What follows belongs to an exercise in optimizing a design on an open flow for small area, a short achievable clock period and few clock cycles; a production flow would make more cautious choices.
Power and IR drop assume default switching activity.

Design nbc_stream_dec, start of the top module:
module nbc_stream_dec (
    input  wire        clk,
    input  wire        rst,
    input  wire        cmd_valid,
    output wire        cmd_ready,
    input  wire [1:0]  cmd_mode,
    input  wire [63:0] cmd_acc,
    input  wire        in_valid,
    output wire        in_ready,
    input  wire [63:0] in_data,
    output reg         out_valid,
    input  wire        out_ready,
    output reg  [63:0] out_data,
    output reg         out_last
);
For scale: roughly 2700 cells after synthesis, ~410 flip-flops, about 200 I/O pins, ~0.025 sq mm of cells after synthesis.
clock: 8.0 ns
lec_check: 0
cap_margin: 20
core_margin: 2
core_utilization: 30
setup_slack_margin: 4.5
slew_margin: 20
run.sh (not shown) runs the stock make flow with config.mk's settings and CLKGATE_MAP_FILE= SYNTH_SCRIPT=/design/flow/synth_recipe.tcl, a recipe that flattens the netlist after the stock synthesis.
Next try:
--- a/flow/design.v
+++ b/flow/design.v
@@ -24,16 +24,15 @@
     reg         m_delta;     
     reg [31:0]  remain;      
     reg         rem_zero;    
     reg         rem_is1;     
     reg         rem_le1;     
     reg [4:0]   blk_n;
     reg [7:0]   blk_m;       
-    reg         blk_pad;     
-    reg [4:0]   blk_np;      
+    reg         odd;         
     reg [2:0]   idx;
     reg [4:0]   sm;          
     reg [4:0]   sc;          
     reg [63:0]  w0, w1, w2;
     reg [1:0]   wk;          
     reg         in_rdy;
     reg [4:0]   p;           
@@ -57,22 +56,22 @@
     wire [63:0]  ext = win >> {p[3:0], 2'b00};
     wire [63:0] lo       = drop ? w1 : w0;
     wire [31:0] cnt      = lo[31:0];
     wire        cnt_zero = (cnt == 32'd0);
     wire [15:0] hdr     = (state == S_COUNT) ? lo[47:32] : ext[15:0];
     wire [4:0]  hdr_n   = hdr[4:0];
     wire [7:0]  hdr_m   = hdr[15:8];
-    wire        hdr_pad = hdr_n[0] & (^hdr_m);
     reg  [63:0] smask;
     integer j;
     always @(*) begin
         for (j = 0; j < 16; j = j + 1)
             smask[4*j +: 4] = (j < sm) ? 4'hF : 4'h0;
     end
     wire        last    = (idx == 3'd7);
+    wire        pad7    = blk_n[0] & (odd ^ !blk_m[0] ^ !blk_m[1]);
     wire [4:0]  tot_s   = {1'b0, p[3:0]} + sc;
     wire        avail_s = (sc == 5'd0) || have2 || (have1 && (tot_s <= 5'd16));
     wire        rest_unstored = (blk_n == 5'd0) || (&blk_m[7:1]);
     wire        fin     = rem_le1 && rest_unstored;
     wire [4:0]  tot_h   = {1'b0, p[3:0]} + 5'd4;
     wire        avail_h = have2 || (have1 && (tot_h <= 5'd16));
     reg [1:0]   state_n;
@@ -134,15 +133,15 @@
     end
     wire [1:0] wk_n = wk_e + {1'b0, take};
     always @(posedge clk) begin
         if (drop) begin
             w0 <= w1;
             w1 <= w2;
         end
-        if (take) begin
+        if (in_rdy) begin
             if (wk_e == 2'd0) w0 <= in_data;
             if (wk_e == 2'd1) w1 <= in_data;
             if (wk_e == 2'd2) w2 <= in_data;
         end
     end
     always @(posedge clk) begin
         if (en1 && (state == S_SLOT || (state == S_COUNT && cmd_rdy))) begin
@@ -165,26 +164,26 @@
             remain  <= remain - 32'd1;
             rem_is1 <= (remain == 32'd2);
             rem_le1 <= (remain[31:2] == 30'd0) && !(remain[1] && remain[0]);
         end
         if (en1 && (state == S_COUNT || state == S_HDR)) begin
             blk_n   <= hdr_n;
             blk_m   <= hdr_m;
-            blk_pad <= hdr_pad;
-            blk_np  <= hdr_n + {4'd0, hdr_pad};
+            odd     <= 1'b0;
             idx     <= 3'd0;
             sm      <= hdr_m[0] ? 5'd0 : hdr_n;
             sc      <= hdr_m[0] ? 5'd0 : hdr_n;
         end
         if (slot_go) begin
             idx   <= idx + 3'd1;
             blk_m <= {1'b1, blk_m[7:1]};
+            odd   <= odd ^ !blk_m[0];
             sm    <= blk_m[1] ? 5'd0 : blk_n;
             if (idx == 3'd6)
-                sc <= blk_m[1] ? {4'd0, blk_pad} : blk_np;
+                sc <= (blk_m[1] ? 5'd0 : blk_n) + {4'd0, pad7};
             else
                 sc <= blk_m[1] ? 5'd0 : blk_n;
         end
         if (rst) begin
             state    <= S_COUNT;
             have_cmd <= 1'b0;
             cmd_rdy  <= 1'b1;
=> Power came out lower by 8.9%; worst setup slack improves by 0.15 ns; utilization goes down by 1.0 points; via count shrinks by 1.3%; design area fell by 2.6%; wire length decreases by 5.8%; hold slack gains 0.0081 ns; synthesized area stays flat; sequential power decreases by about 0.9%; global-route usage decreases by 0.44 points; die area stays flat.
No functional check of the RTL was part of any run of this note.

## port drivers added, routing unchanged
In the flow no input, the clock included, has a driving cell. The finished layouts below were timed again as built, in two steps. Step 1: set_driving_cell puts a clkbuf_16 on clk and a buf_2 on each other input, an assumption about the parent block. Step 2, shift: input delay + t, output delay - t, t = (earliest + latest rising clock arrival at the registers) / 2. This alone moves slack from input paths to output paths. a / b / c = ideal / step 1 / step 2; a / b = the first two.
| run | t (ns) | setup slack, ns | worst hold slack (ns) | worst setup path at the end | worst slew at a driven data input, ns |
|---|---|---|---|---|---|
| the first run | 0.657 | 4.328 / 4.328 / 4.016 | 0.428 / 0.428 / 0.428 | input to register | 0.07 |
| the second run | 0.654 | 4.475 / 4.475 / 4.202 | 0.436 / 0.436 / 0.436 | input to register | 0.08 |
After both steps setup and hold are still met in every run listed. The setup slack of the first run, which loses most, moves by 0.000 ns with the drivers and by -0.312 ns with both steps.
